From an optimization exercise on the open Yosys and OpenROAD flow, aimed at small area and a short achievable clock period; shortcuts taken in it are not production practice. Only simulation tests tie the RTL to the original design; equivalence was not proved.

<file path="design/flow/config.mk">
export PLATFORM = sky130hd
export DESIGN_NAME = hgen
export DESIGN_NICKNAME = hgen
export VERILOG_FILES = /design/flow/design.v
export SDC_FILE = /design/flow/constraint.sdc
export NUM_CORES = 4
export LEC_CHECK = 0
export CAP_MARGIN = 20
export CORE_MARGIN = 2
export CORE_UTILIZATION = 40
export SLEW_MARGIN = 20
</file>
<file path="design/flow/constraint.sdc">
create_clock -name core_clock -period 45.0 [get_ports {clk}]
set_input_delay 9.0000 -clock core_clock [delete_from_list [all_inputs] [get_ports {clk}]]
set_output_delay 9.0000 -clock core_clock [all_outputs]
set_load 0.01 [all_outputs]
</file>
<file path="design/flow/design.v">
module hgen (
    input  wire         clk,
    input  wire         rst,
    input  wire         cmd_valid,
    input  wire [15:0]  cmd,
    output wire [15:0]  status,
    output wire [31:0]  crc_inv,
    output wire [31:0]  crc_std,
    output wire [31:0]  plen_out,
    output wire [6:0]   cur_out,
    output wire         fault,
    output wire [2:0]   cause,
    output wire         hdr_valid,
    output wire [511:0] hdr_out
);
    localparam [31:0] CRC_POLY     = 32'hEDB88320;
    localparam [31:0] CRC_PRESET   = 32'hFFFFFFFF;
    localparam [31:0] MAGIC_A      = 32'hA0A1A2A3;
    localparam [31:0] MAGIC_B      = 32'hB0B1B2B3;
    localparam [31:0] RESERVED_TAG = 32'hC0C1C2C3;
    localparam [63:0] VENDOR_FIELD = 64'h56454E444F520000;   
    localparam [31:0] VERSION_QUAD = 32'h01020304;
    localparam [95:0] MODULE_TAG   = 96'h4D4F442D312E322E332E3400;   
    localparam [3:0]  TAG_LEN      = 4'd12;
    localparam [87:0] FAMILY_A     = "BKS-RTL83xx";
    localparam [3:0]  FAMILY_LEN   = 4'd11;
    localparam [6:0]  NAME_BASE    = 7'd32;
    localparam [6:0]  HDR_LEN      = 7'd64;
    localparam [7:0] OP_NOP  = 8'h00, OP_RST  = 8'h01;
    localparam [7:0] OP_CRCI = 8'h10, OP_CRCB = 8'h11;
    localparam [7:0] OP_PAYI = 8'h20, OP_PAYB = 8'h21;
    localparam [7:0] OP_ECHR = 8'h30, OP_EFLS = 8'h31;
    localparam [7:0] OP_HCLR = 8'h40, OP_HFIX = 8'h41, OP_HLEN = 8'h42, OP_HPCK = 8'h43;
    localparam [7:0] OP_HTAG = 8'h44, OP_HAPP = 8'h45, OP_HMAG = 8'h46, OP_HSUM = 8'h47;
    function [31:0] crc_step;
        input [31:0] r;
        input [7:0]  b;
        integer k;
        reg [31:0] t;
        begin
            t = r ^ {24'd0, b};
            for (k = 0; k < 8; k = k + 1)
                t = t[0] ? ((t >> 1) ^ CRC_POLY) : (t >> 1);
            crc_step = t;
        end
    endfunction
    function [6:0] char_index;
        input [7:0] c;
        reg [7:0] v;
        begin
            v = 8'd0;
            char_index = 7'd0;
            if (c == 8'h20) begin
                char_index = {1'b1, 6'd0};
            end else if (c >= 8'h30 && c <= 8'h39) begin
                v = c - 8'h30 + 8'd1;
                char_index = {1'b1, v[5:0]};
            end else if (c >= 8'h41 && c <= 8'h5A) begin
                v = c - 8'h41 + 8'd11;
                char_index = {1'b1, v[5:0]};
            end else if (c >= 8'h61 && c <= 8'h7A) begin
                v = c - 8'h61 + 8'd37;
                char_index = {1'b1, v[5:0]};
            end else if (c == 8'h2D) begin
                char_index = {1'b1, 6'd63};
            end
        end
    endfunction
    reg [31:0]  crc;
    reg [31:0]  plen;
    reg [511:0] hdr;        
    reg [6:0]   cur;
    reg         first;
    reg [1:0]   cnt;
    reg [17:0]  acc;
    reg [3:0]   sel_n;
    reg         sel_mis;
    reg [4:0]   err;
    reg         done;
    wire match = !sel_mis && (sel_n == FAMILY_LEN);
    wire [7:0] op = cmd[15:8];
    wire [7:0] d  = cmd[7:0];
    wire       d_zero = (d == 8'h00);
    wire is_nop  = (op == OP_NOP)  && d_zero;
    wire is_rst  = (op == OP_RST)  && d_zero;
    wire is_crci = (op == OP_CRCI) && d_zero;
    wire is_crcb = (op == OP_CRCB);
    wire is_payi = (op == OP_PAYI) && d_zero;
    wire is_payb = (op == OP_PAYB);
    wire is_echr = (op == OP_ECHR);
    wire is_efls = (op == OP_EFLS) && d_zero;
    wire is_hclr = (op == OP_HCLR) && d_zero;
    wire is_hfix = (op == OP_HFIX) && d_zero;
    wire is_hlen = (op == OP_HLEN) && d_zero;
    wire is_hpck = (op == OP_HPCK) && d_zero;
    wire is_htag = (op == OP_HTAG) && d_zero;
    wire is_happ = (op == OP_HAPP);
    wire is_hmag = (op == OP_HMAG) && d_zero;
    wire is_hsum = (op == OP_HSUM) && d_zero;
    wire legal = is_nop | is_rst | is_crci | is_crcb | is_payi | is_payb |
                 is_echr | is_efls | is_hclr | is_hfix | is_hlen | is_hpck |
                 is_htag | is_happ | is_hmag | is_hsum;
    wire [31:0] crc_next_byte = crc_step(crc, d);
    reg [31:0] hsum_crc;
    integer j;
    always @* begin
        hsum_crc = CRC_PRESET;
        for (j = 0; j < 64; j = j + 1)
            hsum_crc = crc_step(hsum_crc, (j >= 4 && j < 8) ? 8'h00 : hdr[8*j +: 8]);
    end
    wire [6:0] ech_lookup = char_index(d);
    wire       ech_valid  = ech_lookup[6];
    wire [5:0] ech_idx    = ech_lookup[5:0];
    wire [23:0] ech_group = {acc, ech_idx};
    reg  [23:0] efls_group;
    always @* begin
        case (cnt)
            2'd1:    efls_group = {acc[5:0], 18'd0};
            2'd2:    efls_group = {acc[11:0], 12'd0};
            default: efls_group = {acc[17:0], 6'd0};
        endcase
    end
    wire [7:0] fam_char = (sel_n < FAMILY_LEN) ? FAMILY_A[8*(FAMILY_LEN - 1 - sel_n) +: 8] : 8'h00;
    wire       sel_hit  = (sel_n < FAMILY_LEN) && (d == fam_char);
    reg [3:0]  app_cnt;
    reg [95:0] app_data;
    always @* begin
        app_cnt  = 4'd0;
        app_data = 96'd0;
        if (cmd_valid) begin
            if (is_echr && ech_valid) begin
                if (first) begin
                    app_cnt  = 4'd1;
                    app_data = {2'b00, ech_idx, 88'd0};
                end else if (cnt == 2'd3) begin
                    app_cnt  = 4'd3;
                    app_data = {ech_group, 72'd0};
                end
            end else if (is_efls && !first && cnt != 2'd0) begin
                app_cnt  = 4'd3;
                app_data = {efls_group, 72'd0};
            end else if (is_htag) begin
                app_cnt  = TAG_LEN;
                app_data = MODULE_TAG;
            end else if (is_happ) begin
                app_cnt  = 4'd1;
                app_data = {d, 88'd0};
            end
        end
    end
    wire [7:0] app_end      = {1'b0, cur} + {4'd0, app_cnt};
    wire       app_overflow = (app_end > {1'b0, HDR_LEN});
    wire [6:0] cur_after    = app_overflow ? HDR_LEN : app_end[6:0];
    integer i;
    reg [6:0] off;
    always @(posedge clk) begin
        if (rst || (cmd_valid && is_rst)) begin
            crc     <= CRC_PRESET;
            plen    <= 32'd0;
            hdr     <= 512'd0;
            cur     <= NAME_BASE;
            first   <= 1'b1;
            cnt     <= 2'd0;
            acc     <= 18'd0;
            sel_n   <= 4'd0;
            sel_mis <= 1'b0;
            err     <= 5'd0;
            done    <= 1'b0;
        end else if (cmd_valid) begin
            if (app_cnt != 4'd0) begin
                for (i = 32; i < 64; i = i + 1) begin
                    off = i - cur;
                    if (i >= cur && off < {3'd0, app_cnt})
                        hdr[8*i +: 8] <= app_data[8*(11 - off) +: 8];
                end
                cur <= cur_after;
                if (app_overflow)
                    err[1] <= 1'b1;
            end
            if (!legal)
                err[4] <= 1'b1;
            if (is_crci)
                crc <= CRC_PRESET;
            if (is_crcb)
                crc <= crc_next_byte;
            if (is_payi) begin
                crc  <= CRC_PRESET;
                plen <= 32'd0;
            end
            if (is_payb) begin
                crc  <= crc_next_byte;
                plen <= plen + 32'd1;
                if (plen == 32'hFFFFFFFF)
                    err[3] <= 1'b1;
            end
            if (is_echr) begin
                done <= 1'b0;
                if (sel_hit)
                    sel_n <= sel_n + 4'd1;
                else
                    sel_mis <= 1'b1;
                if (!ech_valid) begin
                    err[0] <= 1'b1;
                end else if (first) begin
                    first <= 1'b0;
                end else if (cnt != 2'd3) begin
                    acc <= {acc[11:0], ech_idx};
                    cnt <= cnt + 2'd1;
                end else begin
                    acc <= 18'd0;
                    cnt <= 2'd0;
                end
            end
            if (is_efls) begin
                done <= 1'b0;
                if (first) begin
                    err[2] <= 1'b1;
                end else begin
                    acc <= 18'd0;
                    cnt <= 2'd0;
                end
            end
            if (is_hclr) begin
                hdr     <= 512'd0;
                cur     <= NAME_BASE;
                first   <= 1'b1;
                cnt     <= 2'd0;
                acc     <= 18'd0;
                sel_n   <= 4'd0;
                sel_mis <= 1'b0;
                done    <= 1'b0;
            end
            if (is_hfix) begin
                done <= 1'b0;
                hdr[8*8  +: 8] <= RESERVED_TAG[31:24];
                hdr[8*9  +: 8] <= RESERVED_TAG[23:16];
                hdr[8*10 +: 8] <= RESERVED_TAG[15:8];
                hdr[8*11 +: 8] <= RESERVED_TAG[7:0];
                for (i = 0; i < 8; i = i + 1)
                    hdr[8*(16 + i) +: 8] <= VENDOR_FIELD[8*(7 - i) +: 8];
                for (i = 0; i < 4; i = i + 1)
                    hdr[8*(28 + i) +: 8] <= VERSION_QUAD[8*(3 - i) +: 8];
            end
            if (is_hlen) begin
                done <= 1'b0;
                for (i = 0; i < 4; i = i + 1)
                    hdr[8*(12 + i) +: 8] <= plen[8*(3 - i) +: 8];
            end
            if (is_hpck) begin
                done <= 1'b0;
                for (i = 0; i < 4; i = i + 1)
                    hdr[8*(24 + i) +: 8] <= crc[8*(3 - i) +: 8];
            end
            if (is_htag || is_happ)
                done <= 1'b0;
            if (is_hmag) begin
                done <= 1'b0;
                for (i = 0; i < 4; i = i + 1)
                    hdr[8*i +: 8] <= match ? MAGIC_A[8*(3 - i) +: 8] : MAGIC_B[8*(3 - i) +: 8];
            end
            if (is_hsum) begin
                if (err != 5'd0) begin
                    done <= 1'b0;
                end else begin
                    crc  <= hsum_crc;
                    done <= 1'b1;
                    for (i = 0; i < 4; i = i + 1)
                        hdr[8*(4 + i) +: 8] <= hsum_crc[8*(3 - i) +: 8];
                end
            end
        end
    end
    assign status    = {3'b000, cnt, match, first, done, 3'b000, err};
    assign crc_inv   = crc;
    assign crc_std   = ~crc;
    assign plen_out  = plen;
    assign cur_out   = cur;
    assign fault     = (err != 5'd0);
    assign cause     = err[4] ? 3'd5 :
                       err[0] ? 3'd1 :
                       err[2] ? 3'd3 :
                       err[3] ? 3'd4 :
                       err[1] ? 3'd2 : 3'd0;
    assign hdr_valid = done && (err == 5'd0);
    assign hdr_out   = hdr_valid ? hdr : 512'd0;
endmodule
</file>
<file path="design/flow/run.sh">
#!/bin/bash
# synth_recipe.tcl (not shown) runs the flow's synth.tcl, then flattens the netlist and writes it again
# the make line also repeats each setting of config.mk as NAME=value (left out here)
make -C /OpenROAD-flow-scripts/flow DESIGN_CONFIG=/design/flow/config.mk WORK_HOME=/design/flow/orfs CLKGATE_MAP_FILE= SYNTH_SCRIPT=/design/flow/synth_recipe.tcl finish
</file>
==> summary.txt <==
gpl congestion 1.03; number of synthesized flops with an enable pin 0; Final HPWL DP 296,000 um; DRC viols 0; CP Data Required Time 45.60 ns; largest net degree at the start of global routing 171; Initial DRT Pass Iterations 6; Post-Synth XOR/XNOR Area 0.672; WP data arrival 39.79 ns; H-Tree Depth 2; slowest CP cell xnor2_1; Yosys reg bits 458; top post-synthesis cells by area xnor3_1 (21%), xnor2_1 (14%), xnor3_2 (11%); Largest stage delay, worst path 0.98 ns; Die Height 480 um; fmax 25.5 MHz; Mean Syn Cell Area 11.3 um2; Syn-to-layout area delta 10.5%; multiplexer share of the synthesized area 0.00460; setup TNS 0 ns; buffers inserted by post-CTS timing repair 0; clock transition at the registers of the reported paths 0.06 ns; antenna-violating nets left 0; commonest non-fill, non-tap cell in the layout xnor2_1; Period Utilization, post-route 0.871; Core Footprint 0.225 mm2; Tot GR Track Use 0.304; post-synthesis adder-cell area fraction 0.0144; Max Slew Vio Count 0; Port Buf Inserts 542; min Tclk post-route 39.20 ns; Distinct cells, synth 105; Die W 480 um; max_cap viols 0; Worst Hold Class reg -> reg; root buffer cell clkbuf_16; worst-path maximum fanout 11; Synth Area in Compound Gates 0.0787; first-pass GRT wire length 502,000 um; Slew @ Worst Pin 1.37 ns; commonest non-fill, non-tap cells in the layout xnor2_1 (1,424), xnor3_1 (849), nor2_1 (646), xor2_1 (564), clkdlybuf4s50_1 (541); Rel. slew slack 0.0795; clk latency of the worst-skew pair 0.71 ns; die area 0.231 mm2; layout net count 8,443; routed len/inst 31.8 um; Routed WL 362,000 um; CP Class reg -> reg; main combinational cell family by area after synthesis XOR/XNOR gates; CTS sink count 458; prevailing post-synth register cell dfxtp_1; RSZ-0062 raised after global routing false; # fillers 21,000; Ys Warns 1; share of cells above drive strength 1 0.154; Final Non-Filler Cells 11,400; asr flop ratio synth 0; I/O pin cnt 655; Post-Syn Instances 8,028; Via density 5.75; FP Rows 174; TritonCTS Buffers 54; # setup viols final 0; vias in the first global route 63,100; startpoint types register; via count 65,300; post-synthesis sequential area ratio 0.101; Synth Area in Simple Gates 0.0915; Overflow after GRT 0; Clock Skew 0.0523 ns; hold_buf cts 0; post_cts resized 0; Setup crit end kind register; CTS tree done; Cell Area, Synth 0.0908 mm2; Fin. Hold Viols 0; Inst Count DP 11,300; CTS Buffer Depth 3; Critical Path Most Common Cell xnor3_1; post-synth top area share 0.211; area leader, netlist xnor3_1; initial antenna violation count 43; outcome finished clean; Starting Density 0.403; initial DRC count 7,739; hold slack 0.451 ns
Yosys cell counts (all sizes together), types with 7 or more instances:
master and number:
xor3 213, clkbuf 309, nand2b 21, o32ai 14, nor3b 10, inv 103
mux2 14, nand3 80, a32oi 30, a22o 9, o21ai 198, nand3b 7
o211ai 7, a211oi 16, nand2 317, mux2i 26, a31oi 52, xnor2 1686
buf 225, a21oi 339, nand4 12, a311oi 13, nor2 659, ha 103
nor4b 7, dfxtp 458, a22oi 267, a21o 25, or3 20, o22ai 52
a221oi 11, and2 33, nor4 28, nor2b 25, or2 21, xnor3 1364
nor3 104, o31ai 28, and3 375, o21a 12, xor2 668
final timing paths:
path,from,endpoint,slack (ns),cells after the start
min,hdr[37]$_SDFFE_PP0P_,hdr[37]$_SDFFE_PP0P_,0.45,2
max,hdr[29]$_SDFFE_PP0P_,crc[4]$_SDFFE_PP1P_,5.80,76
min reg2reg,hdr[37]$_SDFFE_PP0P_,hdr[37]$_SDFFE_PP0P_,0.45,2
max reg2reg,hdr[29]$_SDFFE_PP0P_,crc[4]$_SDFFE_PP1P_,5.80,76
stage by stage:
stage               instance area (um2)  worst slack, ns   util
floorplan                         91200            13.08      -
global placement                  98300             6.00  0.437
detailed placement                98300             6.02  0.437
CTS                              100000             5.87  0.445
global route                     100000             4.60  0.445
finish                           100000             5.80  0.445
kinds of logic (layout without fill, tap and decap cells):
| group | Yosys count | after routing |
|---|---|---|
| other | 1 | 124 |
| XOR/XNOR | 3931 | 3931 |
| buffers and inverters | 642 | 866 |
| multiplexers | 40 | 40 |
| adder cells (fa/ha/maj) | 104 | 104 |
| AO/OA/AOI/OAI | 1123 | 1123 |
| flip-flops | 458 | 458 |
| AND/OR/NAND/NOR | 1729 | 1729 |
worst max-delay path, delay by kind of cell (launching register included):
kind,cells,cell delay [ns]
buffers and inverters,1,0.18
AOI/OAI and AO/OA,2,0.38
xor gates and xnor gates,71,37.01
and+or+nand+nor,1,0.36
adders and majority gates,1,0.55
DFF,1,0.51
flip-flops by register name (all words and copies together) (netlist names):
| name | cells |
|---|---|
| acc | 18 |
| cnt | 2 |
| crc | 32 |
| cur | 7 |
| done | 1 |
| err | 5 |
| first | 1 |
| hdr | 355 |
| plen | 32 |
| sel_mis | 1 |
| sel_n | 4 |
routing by layer:
metal  vias to the layer above  GRT usage  share of wire
met4                        14      0.121          0.047
met5                         -          0        0.00027
met2                      3557      0.468           0.44
li1                      28300          -              -
met3                       574     0.0612          0.097
met1                     32800      0.417           0.41
final cells by class:
class | instances | area [um2] | share of cell area
Antenna cell | 12 | 30.0 | 0.000299
Clock buffer | 80 | 1600 | 0.0160
Clock inverter | 19 | 254 | 0.00253
Inverter | 108 | 405 | 0.00404
Multi-Input combinational cell | 7039 | 78700 | 0.785
Sequential cell | 458 | 9180 | 0.0915
Tap cell | 2992 | 3740 | 0.0373
Timing Repair Buffer | 659 | 6330 | 0.0631

-- static timing again, ports no longer ideal --
The results above use ideal ports. As a check the final layout listed here was re-extracted and re-timed, cells and wires unchanged.
Step 1 sets driving cells, clkbuf_16 on the clock port and buf_2 on the other inputs (assumed; they add their load-dependent delay and slew).
Step 2 moves the port delays by t, midway between the first and last clock arrival at a register: inputs arrive t later, outputs are due t later. That takes back most of the time a late clock gives input paths.
Three values: ideal ports, drivers, drivers and shift; two values: the first two.
t (ns): 0.750
setup WS [ns]: 5.805 / 5.805 / 5.805
latest minus earliest clock arrival (ns): 0.053 / 0.053
slew at the worst register clock pin (ns): 0.08 / 0.08
After both steps this run still meets setup and hold. For this run, drivers alone change the setup slack by 0.000 ns; drivers and shift together by 0.000 ns.
